Context: an optimization exercise on an open-source flow, tuned for small area, a short achievable clock period and few clock cycles per item. The choices shown serve that exercise and are no tape-out recipe.
The RTL was checked by simulation tests, not by an equivalence proof against the original design.
Power is estimated from default activity; no workload was simulated.

## babe_dectree
module babe_dectree (
    input  wire        clk,
    input  wire        rst,
    input  wire        start,
    input  wire        first,
    input  wire [15:0] img_w,
    input  wire [15:0] stripe_y,
    input  wire [15:0] stripe_h,
    output wire        busy,
    output wire        fault,
    input  wire        in_valid,
    input  wire [7:0]  in_data,
    output wire        in_ready,
    output wire        job_valid,
    input  wire        job_ready,
    output wire [15:0] job_x,
    output wire [15:0] job_y,
    output wire [15:0] job_w,
    output wire [15:0] job_h,
    output wire [23:0] job_pal,
    output wire [7:0]  job_idx
);
    localparam BW  = 18;         
    localparam LIM = BW - 8;     
    reg        walking;          
    reg        busy_r;
    reg        fault_r;
    reg        ir;               
    reg [BW-1:0] bb;
    reg [4:0]    c;
    reg [15:0] xe, ye, w, h;
    reg        nge, nun, nfun;
    reg [4:0]  nd;               
    reg [4:0]  na;               
    reg [15:0] gw, gh;
    reg [3:0]  mw, mh;
    reg        tv;
    reg        tdir;             
    reg        tge, tun, tfun;
    reg [4:0]  td;               
    reg [4:0]  ta;
    reg [15:0] tvw, tvh;
    reg        tiw, tih;
    reg        p2v;
    reg [4:0]  p2;
    reg [4:0]  p2a, p2b;
    reg [31:0] prest;            
    reg [31:0] s_dir;            
    reg [31:0] s_pw, s_ph;       
    reg [31:0] s_ge;             
    reg [4:0]  s_a [1:7];        
    reg        jv;
    reg [15:0] jx, jy, jw, jh;
    reg [7:0]  ji;
    reg [31:0] ord;
    function need_fn;            
        input [4:0] cc;
        input [10:0] bt;         
        input       tvalid, un, fun;
        begin
            need_fn = 1'b0;
            if (cc == 5'd0)
                need_fn = 1'b1;
            else if (bt[10]) begin                       
                if (cc < 5'd9)        need_fn = 1'b1;
                else if (!tvalid)     need_fn = 1'b0;
  ...
Size: about 4,100 cells after synthesis, roughly 160 I/O pins, roughly 0.038 mm2 of cells after synthesis.
Settings: LEC_CHECK=0, CAP_MARGIN=10, CORE_MARGIN=2, CORE_UTILIZATION=40, PLACE_DENSITY=0.6, SETUP_SLACK_MARGIN=2.0, SLEW_MARGIN=10; clock period 6.0 ns.
run.sh (not shown) runs the stock make flow with config.mk's settings and CLKGATE_MAP_FILE= SYNTH_SCRIPT=/design/flow/synth_recipe.tcl, a recipe that flattens the netlist after the stock synthesis.
The starting point went through all stages and came out clean.
Testbench counts at the start, summed over its fixed seeds: cycles 11,584, jobs 6,997.
Next try:
Settings changed: CAP_MARGIN 10 to 20, PLACE_DENSITY 0.6 to 0.65, SETUP_SLACK_MARGIN 2.0 to 2.4, SLEW_MARGIN 10 to 20.
Worst setup slack improves by 0.23 ns. Clock-buffer cell count fell by 4. Total power goes up by about 1%. Global-route usage drops by 0.62 points.
Next try:
Settings changed: PLACE_DENSITY 0.65 to 0.6.
=> The changed run went through all stages and came out clean; non-clock buffer count rose by 24; utilization came out higher by 0.35 points; worst setup slack gets worse by 0.034 ns; global-route usage rose by 0.94 points; first-iteration DRC count went down by about 8%; count of clock-buffer cells in the layout rose by 8; hold slack gets worse by 0.017 ns; fmax is lower by about 0.9%.
Next try:
Settings changed: SETUP_SLACK_MARGIN 2.4 to 2.6.
The changed run ran to the end with no violations; routed wire length increases by 0.41%; design area increases by 0.85%; non-clock buffer count increases by 11; final cell count is about the same; worst setup slack is worse by 0.012 ns; sequential share of layout area decreases by 0.29 points; clock skew stays flat; clock power barely changes; total power increases by about 0.6%; flip-flop and latch count does not change; critical path depth decreases by 4.
Next try:
Settings changed: SETUP_SLACK_MARGIN 2.6 to 2.2.
Total power decreases by 2.4%.
Fmax went down by 3.2%.
Non-clock buffer count went down by 65.
Sequential share of layout area went up by 1.0 points.

* * *

babe_dectree again, from the RTL that the note above started with.
clock: 6.0 ns
lec_check: 0
cap_margin: 20
core_margin: 2
core_utilization: 40
place_density: 0.6
setup_slack_margin: 2.0
slew_margin: 20
The baseline finished with timing, DRC and antenna clean.
Testbench counts at the start, summed over its fixed seeds: cycles 11,584, jobs 6,997.
==> next run, changes <==
- SETUP_SLACK_MARGIN: 2.0 -> 2.5
What happened: The new run produced a clean layout. Clock power shrinks by about 1%. Worst hold slack degrades by 78 ps. Setup slack improves by 220 ps. Non-clock buffer count grows by 92. Utilization grows by 1.8 points. Total power grows by about 2.6%. Routed wire length grows by about 2.4%. Die area stays the same. Global-route usage grows by 0.44 points.

-- port drivers added, routing unchanged --
In the flow no input, the clock included, has a driving cell. The finished layouts below were timed again as built, in two steps. Step 1: set_driving_cell puts a clkbuf_16 on clk and a buf_2 on each other input, an assumption about the parent block. Step 2, shift: input delay + t, output delay - t, t = (earliest + latest rising clock arrival at the registers) / 2. This alone moves slack from input paths to output paths. a / b / c = ideal / step 1 / step 2; a / b = the first two.
run | shift t [ns] | setup WS [ns] | clock arrival spread, ns | slew at the worst register clock pin (ns)
the first run of note 1 | 0.722 | 2.071 / 2.071 / 1.426 | 0.044 / 0.044 | 0.07 / 0.07
the second run of note 1 | 0.715 | 2.305 / 2.305 / 1.797 | 0.056 / 0.057 | 0.07 / 0.07
the third run of note 1 | 0.730 | 2.270 / 2.270 / 1.692 | 0.024 / 0.024 | 0.07 / 0.07
the fourth run of note 1 | 0.728 | 2.259 / 2.259 / 1.742 | 0.021 / 0.021 | 0.07 / 0.07
the fifth run of note 1 | 0.731 | 2.134 / 2.134 / 1.552 | 0.026 / 0.026 | 0.07 / 0.07
the first run of note 2 | 0.722 | 2.071 / 2.071 / 1.426 | 0.044 / 0.044 | 0.07 / 0.07
the second run of note 2 | 0.727 | 2.287 / 2.287 / 1.752 | 0.028 / 0.028 | 0.07 / 0.07
After both steps every run listed still meets setup and hold.
